This design comes from an exercise in tuning for small area, a short achievable clock period and few clock cycles on the open sky130 flow, not from production work. RTL that was checked went through simulation tests only; none was proved equivalent to the original. Power figures rest on the tool's default switching activity, not on a simulated workload.

== v43 ==
// fb_codec
module fb_codec (
    input  wire        clk,
    input  wire        rst,           
    input  wire        cmd_valid,
    output wire        cmd_ready,
    input  wire [7:0]  cmd_op,
    input  wire [15:0] cmd_len,
    input  wire [31:0] cmd_arg,
    input  wire [6:0]  req_flags,
    input  wire [63:0] req_addr,
    input  wire [15:0] req_rcount,
    input  wire [15:0] req_cid,
    input  wire [31:0] req_delay,
    input  wire        in_valid,
    output wire        in_ready,
    input  wire [7:0]  in_data,
    output wire        out_valid,
    input  wire        out_ready,
    output wire [7:0]  out_data,
    output wire        res_valid,
    input  wire        res_ready,
    output wire [7:0]  res_code,
    output wire [31:0] res_data
);
    localparam [1:0] M_PACK = 2'd0, M_UNPACK = 2'd1, M_CRC = 2'd2, M_CHECK = 2'd3;
    reg        pv;
    reg        p_zero, p_str, p_hdr, p_pay, p_len1, p_len2, p_f3, p_f4;
    reg [1:0]  p_mode;
    reg        p_any, p_f14, p_t8, p_t21, p_ill, p_chk0;
    reg [20:0] acc;
    reg [4:0]  n;
    reg        emode;           
    reg        okp, oku;        
    reg [15:0] in_rem;          
    reg        rem0, rem1, rem2;
    reg        ob;              
    reg [1:0]  imode, nmode;    
    reg        first;           
    reg        in_rdy, cmd_rdy;
    reg [7:0]  crc, cb;
    reg        cfin, cfin_chk;
    reg [16:0] oc;              
    reg        hdr;             
    reg [3:0]  hp;              
    reg        hl;              
    reg [7:0]  hbyte;           
    reg        out_v;
    reg [7:0]  out_d;
    reg        res_pend, res_v;
    reg [1:0]  hacc;            
    reg        hout;            
  ...
clock: 5.0 ns
lec_check: 0
cap_margin: 20
core_margin: 2
core_utilization: 40
place_density: 0.6
setup_slack_margin: 3.0
slew_margin: 20
run.sh (not shown) runs the stock make flow with config.mk's settings and CLKGATE_MAP_FILE= SYNTH_SCRIPT=/design/flow/synth_recipe.tcl, a recipe that flattens the netlist after the stock synthesis.
v43: done, clean on timing, DRC and antenna
The inputs of v49 differ from those of v43 as listed below.
Settings: SETUP_SLACK_MARGIN: 3.0 -> 2.5.
==> flow/flow/run.sh (new file) <==
#!/bin/bash
# Own layout flow: the standard ORFS flow (standard.sh), with two changes:
#  - ports are buffered with sky130_fd_sc_hd__buf_1 instead of the default
#    delay-cell buffer (every port still gets its own buffer);
#  - yosys does not extract half/full adder cells, so ABC maps that logic too.
# Everything else (synthesis script, floorplan, power grid, taps, CTS,
# routing) is the standard flow. Each step's full log stays in orfs/logs/.
set -euo pipefail
export BUFFER_PORTS_ARGS="-buffer_cell sky130_fd_sc_hd__buf_1"
export ADDER_MAP_FILE=
bash standard.sh > flow_make.log 2>&1
==> flow/standard.sh (new file) <==
#!/bin/bash
# synth_recipe.tcl (not shown) runs the flow's synth.tcl, then flattens the netlist and writes it again
# the make line also repeats each setting of config.mk as NAME=value (left out here)
make -C /OpenROAD-flow-scripts/flow DESIGN_CONFIG=/design/flow/config.mk WORK_HOME=/design/flow/orfs CLKGATE_MAP_FILE= SYNTH_SCRIPT=/design/flow/synth_recipe.tcl "${@:-finish}"
removed: flow/run.sh
### Flow results
Fraction of area in multi-input gates: v49 and v43 compared, higher one is v49
Compare v49 and v43 | area of the die higher: v43
Compared with v43, inverter count of the layout excluding clock inverters in v49 decreased by more than half.
Highest-delay cell along the critical path: sky130_fd_sc_hd__a222oi_1 -> v49, sky130_fd_sc_hd__or3b_4 -> v43
The following lists how v36 was set up differently from v49:
==> flow/run.sh (new file) <==
#!/bin/bash
# synth_recipe.tcl (not shown) runs the flow's synth.tcl, then flattens the netlist and writes it again
# the make line also repeats each setting of config.mk as NAME=value (left out here)
make -C /OpenROAD-flow-scripts/flow DESIGN_CONFIG=/design/flow/config.mk WORK_HOME=/design/flow/orfs CLKGATE_MAP_FILE= SYNTH_SCRIPT=/design/flow/synth_recipe.tcl finish
removed: flow/flow/run.sh
removed: flow/standard.sh
Findings:
[compare] base=v49 new=v36: sequential fraction of the synthesis area lost 0.64 points, layout overhead on the synthesized area rose 17 points. Power consumption in v36 is about 1% lower than in v49. Inverter count up 130% in v36 wrt v49.
No functional check of the RTL was part of any run of this note.

Setup of try-cedar:
Another version of the RTL of fb_codec (not shown whole).
Size: about 1,600 cells after synthesis, ~170 flip-flops, roughly 11,000 µm² of cells after synthesis.
==> flow/config.mk <==
export PLATFORM = sky130hd
export DESIGN_NAME = fb_codec
export DESIGN_NICKNAME = fb_codec
export VERILOG_FILES = /design/flow/design.v
export SDC_FILE = /design/flow/constraint.sdc
export NUM_CORES = 4
export LEC_CHECK = 0
export ABC_AREA = 1
export CAP_MARGIN = 20
export CORE_MARGIN = 2
export CORE_UTILIZATION = 40
export CTS_BUF_LIST = sky130_fd_sc_hd__clkbuf_4 sky130_fd_sc_hd__clkbuf_8
export PLACE_DENSITY = 0.6
export SETUP_SLACK_MARGIN = 2.8
export SLEW_MARGIN = 20
==> flow/constraint.sdc <==
create_clock -name core_clock -period 5.0 [get_ports {clk}]
set_input_delay 1.0000 -clock core_clock [delete_from_list [all_inputs] [get_ports {clk}]]
set_output_delay 1.0000 -clock core_clock [all_outputs]
set_load 0.01 [all_outputs]
standard.sh (not shown) runs the stock make flow with config.mk's settings and CLKGATE_MAP_FILE= SYNTH_SCRIPT=/design/flow/synth_recipe.tcl, a recipe that flattens the netlist after the stock synthesis.
==> flow/flow/run.sh <==
#!/bin/bash
# Own layout flow: the standard ORFS flow (standard.sh), with two changes:
#  - ports are buffered with sky130_fd_sc_hd__buf_1 instead of the default
#    delay-cell buffer (every port still gets its own buffer);
#  - yosys does not extract half/full adder cells, so ABC maps that logic too.
# Everything else (synthesis script, floorplan, power grid, taps, CTS,
# routing) is the standard flow. Each step's full log stays in orfs/logs/.
set -euo pipefail
export BUFFER_PORTS_ARGS="-buffer_cell sky130_fd_sc_hd__buf_1"
export ADDER_MAP_FILE=
bash standard.sh > flow_make.log 2>&1
Looking at the reports, try-cedar completed the entire flow and the layout it produced met the timing, design-rule and antenna checks.
Testbench counts of try-cedar, summed over its fixed seeds: cycles 30,555.
Input changes introduced in try-garnet (baseline for comparison: try-cedar):
Settings: a change of SETUP_SLACK_MARGIN from 2.8 to 2.6.
==> comparison <==
Re count of clock buffers in the final design: try-cedar and try-garnet aren't equal, and the higher value belongs to try-cedar. Comparing try-cedar against try-garnet, there is no change at all in number of distinct library cell variants in the gate-level netlist after synthesis. Against try-cedar, try-garnet comes in 16 points lower on layout overhead on the synthesized area. Relative to try-cedar, the routed wire length of try-garnet is lower by 3.4%. Global-route usage, try-cedar and try-garnet: larger value in try-cedar. Worst setup slack improves in try-garnet relative to try-cedar.
The following lists how try-zinc was set up differently from try-garnet:
Settings: removing ABC_AREA (formerly 1); removing CTS_BUF_LIST (formerly sky130_fd_sc_hd__clkbuf_4 sky130_fd_sc_hd__clkbuf_8); changing SETUP_SLACK_MARGIN from 2.6 to 1.5.
## What came out
Final critical-path setup slack: higher on try-garnet
Diff try-garnet -> try-zinc: utilization moved down; final count of negative-setup-slack endpoints flat.
Areal power density over the cells for try-zinc: 32 nW/µm² up relative to try-garnet
Final cell count, try-zinc and try-garnet, lower one = try-zinc.
Relative to try-garnet, the number of iterations in the first detailed-routing pass of try-zinc is higher by 1.
Status: fraction of synthesis flops using an asynchronous set or reset pin parity (try-garnet, try-zinc)
Max count of plain and timing-repair buffers across try-zinc and try-garnet: try-garnet
Cmp try-zinc and try-garnet / largest incremental delay on the critical path / higher: try-zinc

## job 665
fb_codec again, from the RTL that the note above started with.
export LEC_CHECK = 0
export ABC_AREA = 1
export CAP_MARGIN = 20
export CORE_MARGIN = 2
export CORE_UTILIZATION = 40
export CTS_BUF_LIST = sky130_fd_sc_hd__clkbuf_4 sky130_fd_sc_hd__clkbuf_8
export PLACE_DENSITY = 0.6
export SETUP_SLACK_MARGIN = 2.5
export SLEW_MARGIN = 20
export TNS_END_PERCENT = 10
create_clock -name core_clock -period 5.0 [get_ports {clk}]
Scripts as last shown in full above: flow/flow/run.sh
The flow did not stop early for job 665: all stages ran, and the layout cleared the timing, design-rule and antenna checks.
Testbench counts of job 665, summed over its fixed seeds: cycles 30,555.
The following lists how job 3634 was set up differently from job 665:
--- a/flow/config.mk
+++ b/flow/config.mk
@@ -8 +7,0 @@
-export ABC_AREA = 1
@@ -11 +10 @@
-export CORE_UTILIZATION = 40
+export CORE_UTILIZATION = 60
@@ -13 +12 @@
-export PLACE_DENSITY = 0.6
+export PLACE_DENSITY = 0.75
@@ -16 +14,0 @@
-export TNS_END_PERCENT = 10
- Job 665 completed every stage of the flow, and the final layout passed the timing, design-rule and antenna checks.
- Job 3634: no failed stages, no open violations at the end
- Reported for job 3634 and job 665, max-cap check violation count turned out identical to the last digit.
- Re clock skew: job 3634 and job 665 aren't equal, and the lower value belongs to job 3634.
- The setup slack of the worst register-to-register path reported for job 3634 is smaller than that of job 665 by 0.03 ns.
- For inverter count, dividing the value from job 665 by the value from job 3634 gives 8.3.
- From job 665 to job 3634 the numbers moved as follows: wire length reported by the detailed router went up by 970 um, maximum frequency saw a decrease, slew at the pin closest to its max-slew limit went up 0.14 ns.
- nand2_1 as the most common cell after layout, fill and taps aside was reported by job 665, and buf_1 by job 3634.
diff inputs: job 3634 => job 6035
--- a/flow/config.mk
+++ b/flow/config.mk
@@ -7,0 +8 @@
+export ABC_AREA = 1
@@ -10 +11 @@
-export CORE_UTILIZATION = 60
+export CORE_UTILIZATION = 40
@@ -12 +13 @@
-export PLACE_DENSITY = 0.75
+export PLACE_DENSITY = 0.6
Results
Job 6035 finished all stages; the layout is clean.
Starting density of the core delta for job 6035 relative to job 3634: 20 points lower
Lower pin slew with the least headroom to its limit goes to job 6035 over job 3634.
The lower power came out of job 6035.
[job 6035] design area fell 2.0% relative to job 3634
Job 6035 vs. job 3634: routed wire length held steady; final layout net count grew by about 16%.
The final reports for job 6035 and job 3634 show average footprint of a synthesized cell lower in the former.
On non-clock buffer count: job 6035 sits above job 3634.
Count of clock-buffer cells in the layout: job 6035 > job 3634

Another version of the RTL of fb_codec (not shown whole).
Size: ~160 flip-flops, ~260 I/O pins.
Settings: LEC_CHECK=0, CAP_MARGIN=20, CORE_MARGIN=2, CORE_UTILIZATION=40, PLACE_DENSITY=0.6, SETUP_SLACK_MARGIN=2.5, SLEW_MARGIN=20; clock period 5.0 ns.
run.sh (not shown) runs the stock make flow with config.mk's settings and CLKGATE_MAP_FILE= SYNTH_SCRIPT=/design/flow/synth_recipe.tcl, a recipe that flattens the netlist after the stock synthesis.
Stock flow here: none of the scripts above is used.
Next try:
SETUP_SLACK_MARGIN = not set   (was 2.5)
Worst setup slack gets worse by 890 ps.
Non-clock buffer count shrinks by 82.
Via count came out lower by a few percent.
Total power is lower slightly.
Wire length drops by a few percent.
Count of clock-buffer cells in the layout stays the same.
Utilization came out lower by 7.9 points.
Area after synthesis stays the same.
Design area decreases by roughly a tenth.
Sequential power is about the same.
First-iteration DRC count falls by a few percent.
No functional check of the RTL was part of any run of this note.

RTL: one of the versions met above, not the one the previous note started from.
Size: about 170 flip-flops, roughly 260 I/O pins, roughly 11000 um^2 of cells after synthesis.
clock: 5.0 ns
lec_check: 0
abc_area: 1
cap_margin: 20
core_margin: 2
core_utilization: 40
place_density: 0.6
setup_slack_margin: 2.5
slew_margin: 20
standard.sh (not shown) runs the stock make flow with config.mk's settings and CLKGATE_MAP_FILE= SYNTH_SCRIPT=/design/flow/synth_recipe.tcl, a recipe that flattens the netlist after the stock synthesis.
Scripts as last shown in full above: flow/flow/run.sh
The starting point completed with no timing, DRC or antenna violations.
Testbench counts at the start, summed over its fixed seeds: cycles 30,555.
Change:
Settings changed: CTS_BUF_LIST set to sky130_fd_sc_hd__clkbuf_4 sky130_fd_sc_hd__clkbuf_8, SETUP_SLACK_MARGIN 2.5 to 2.7, TNS_END_PERCENT set to 10.
Hold slack improved by 0.012 ns.
Count of clock-buffer cells in the layout shrinks by 1.
Routed wire length goes up by a little under a tenth.
Non-clock buffer count increases by 12.
Total power goes down by a little under a tenth.
Synthesized cell count is unchanged.
Worst setup slack gets better by 0.012 ns.
Change:
==> flow/run.sh (new file) <==
#!/bin/bash
# synth_recipe.tcl (not shown) runs the flow's synth.tcl, then flattens the netlist and writes it again
# the make line also repeats each setting of config.mk as NAME=value (left out here)
make -C /OpenROAD-flow-scripts/flow DESIGN_CONFIG=/design/flow/config.mk WORK_HOME=/design/flow/orfs CLKGATE_MAP_FILE= SYNTH_SCRIPT=/design/flow/synth_recipe.tcl finish
Settings changed: SETUP_SLACK_MARGIN 2.7 to 2.5, TNS_END_PERCENT 10 to not set.
removed: flow/flow/run.sh
removed: flow/standard.sh
Result:
- The new run completed with no timing, DRC or antenna violations
- wire length is higher by a few percent
- utilization increases by 5.4 points
- combinational power goes up by well over a third
- sequential power is about the same
- design area increases by about a fifth
- clock skew barely changes
- synthesized area rose by a few percent
- register-to-register slack gets worse by 0.89 ns
- clock-buffer cell count does not change
Change:
==> flow/flow/run.sh (new file) <==
#!/bin/bash
# Own layout flow: the standard ORFS flow (standard.sh), with two changes:
#  - ports are buffered with sky130_fd_sc_hd__buf_1 instead of the default
#    delay-cell buffer (every port still gets its own buffer);
#  - yosys does not extract half/full adder cells, so ABC maps that logic too.
# Everything else (synthesis script, floorplan, power grid, taps, CTS,
# routing) is the standard flow. Each step's full log stays in orfs/logs/.
set -euo pipefail
export BUFFER_PORTS_ARGS="-buffer_cell sky130_fd_sc_hd__buf_1"
export ADDER_MAP_FILE=
bash standard.sh > flow_make.log 2>&1
==> flow/standard.sh (new file) <==
#!/bin/bash
# synth_recipe.tcl (not shown) runs the flow's synth.tcl, then flattens the netlist and writes it again
# the make line also repeats each setting of config.mk as NAME=value (left out here)
make -C /OpenROAD-flow-scripts/flow DESIGN_CONFIG=/design/flow/config.mk WORK_HOME=/design/flow/orfs CLKGATE_MAP_FILE= SYNTH_SCRIPT=/design/flow/synth_recipe.tcl "${@:-finish}"
Settings changed: PLACE_DENSITY 0.6 to 0.5.
removed: flow/run.sh
What happened:
- The changed run completed without violations
- sequential share of layout area rose by 4.6 points
- synthesized area fell by 3.7%
- final area fell by 15%
- first-iteration DRC count fell by 13%
- fmax rose by 35%
- via count fell by 2.8%
- clock skew stays flat

Setup of delta:
Starting RTL as in the previous note.
Settings: LEC_CHECK=0, CAP_MARGIN=20, CORE_MARGIN=2, CORE_UTILIZATION=40, PLACE_DENSITY=0.6, SETUP_SLACK_MARGIN=2.0, SLEW_MARGIN=20; clock period 5.0 ns.
==> flow/flow/run.sh <==
#!/bin/bash
# Own layout flow: the standard ORFS flow (standard.sh), with two changes:
#  - ports are buffered with sky130_fd_sc_hd__buf_1 instead of the default
#    delay-cell buffer (every port still gets its own buffer);
#  - yosys does not extract half/full adder cells, so ABC maps that logic too.
# Everything else (synthesis script, floorplan, power grid, taps, CTS,
# routing) is the standard flow. Each step's full log stays in orfs/logs/.
set -euo pipefail
export BUFFER_PORTS_ARGS="-buffer_cell sky130_fd_sc_hd__buf_1"
export ADDER_MAP_FILE=
bash standard.sh > flow_make.log 2>&1
Testbench counts of delta, summed over its fixed seeds: cycles 30,555.
#### Input delta (alpha over delta)
Settings: SETUP_SLACK_MARGIN changed from 2.0 to 3.0.
[summary]
Taking delta as the reference, in alpha post-route worst setup slack up 0.24 ns; weighted congestion at the end of routability-driven global placement up 0.019; count of endpoints failing hold in the final timing report flat; number of detailed-route iterations in the first pass up 1. A capture point of the critical path of acc[3]$_SDFF_PP0_ is what delta shows, while acc[2]$_SDFF_PP0_ belongs to alpha.

Starting RTL as in the previous note.
Settings: LEC_CHECK=0, ABC_AREA=1, CAP_MARGIN=20, CORE_MARGIN=2, CORE_UTILIZATION=45, CTS_BUF_LIST=sky130_fd_sc_hd__clkbuf_4 sky130_fd_sc_hd__clkbuf_8, CTS_CLUSTER_DIAMETER=60, CTS_CLUSTER_SIZE=30, PLACE_DENSITY=0.65, SETUP_SLACK_MARGIN=2.5, SLEW_MARGIN=20; clock period 5.0 ns.
Scripts as last shown in full above: flow/flow/run.sh
The baseline finished with timing, DRC and antenna clean.
Testbench counts at the start, summed over its fixed seeds: cycles 30,555.
==> next run, changes <==
ABC_AREA = not set   (was 1)
CORE_UTILIZATION = 40   (was 45)
CTS_BUF_LIST = not set   (was sky130_fd_sc_hd__clkbuf_4 sky130_fd_sc_hd__clkbuf_8)
CTS_CLUSTER_DIAMETER = not set   (was 60)
CTS_CLUSTER_SIZE = not set   (was 30)
PLACE_DENSITY = 0.6   (was 0.65)
Final cell count came out lower by 8.9%.
Register-to-register slack degrades by 0.03 ns.
Die area came out higher by 16%.
Maximum frequency came out lower by 3.0%.
Via count came out lower by 2.5%.
Flip-flop and latch count does not change.
Synthesized area came out higher by 3.6%.

## separate check: timing with driven ports
In the flow no input, the clock included, has a driving cell. The finished layouts below were timed again as built, in two steps.
Step 1, drivers: a clkbuf_16 drives clk and a buf_2 each remaining input, both assumed.
Step 2 moves the port delays by t, midway between the first and last clock arrival at a register: inputs arrive t later, outputs are due t later. That takes back most of the time a late clock gives input paths.
Three values: no drivers, after step 1, after step 2; two values: the first two.
run	t, ns	slack for setup (ns)	hold WS [ns]
v43	0.485	1.827 / 1.827 / 1.827	0.435 / 0.435 / 0.435
v49	0.491	1.978 / 1.978 / 1.768	0.415 / 0.415 / 0.415
v36	0.473	1.850 / 1.850 / 1.850	0.439 / 0.439 / 0.439
try-cedar	0.504	2.540 / 2.540 / 2.212	0.439 / 0.439 / 0.439
try-garnet	0.514	2.599 / 2.599 / 2.161	0.447 / 0.447 / 0.447
try-zinc	0.486	1.837 / 1.837 / 1.451	0.438 / 0.438 / 0.438
job 665	0.505	2.456 / 2.469 / 1.964	0.422 / 0.422 / 0.422
job 3634	0.518	2.438 / 2.438 / 2.013	0.439 / 0.439 / 0.439
job 6035	0.502	2.559 / 2.559 / 2.076	0.429 / 0.429 / 0.429
the first run of note 4	0.470	1.471 / 1.471 / 1.471	0.399 / 0.399 / 0.399
the second run of note 4	0.478	0.578 / 0.578 / 0.578	0.409 / 0.409 / 0.409
the first run of note 5	0.475	2.463 / 2.485 / 2.010	0.427 / 0.427 / 0.427
the second run of note 5	0.500	2.475 / 2.497 / 1.997	0.439 / 0.439 / 0.439
the third run of note 5	0.539	1.676 / 1.676 / 1.676	0.439 / 0.439 / 0.439
the fourth run of note 5	0.510	2.542 / 2.542 / 2.054	0.442 / 0.442 / 0.442
delta	0.482	2.179 / 2.179 / 1.748	0.438 / 0.438 / 0.438
alpha	0.488	2.419 / 2.419 / 2.051	0.444 / 0.444 / 0.444
the first run of note 7	0.501	2.505 / 2.505 / 2.089	0.434 / 0.434 / 0.434
the second run of note 7	0.484	2.427 / 2.453 / 1.969	0.449 / 0.449 / 0.449
After both steps setup and hold are still met in every run listed. For job 665, which loses most, drivers alone change the setup slack by +0.013 ns; drivers and shift together by -0.492 ns.
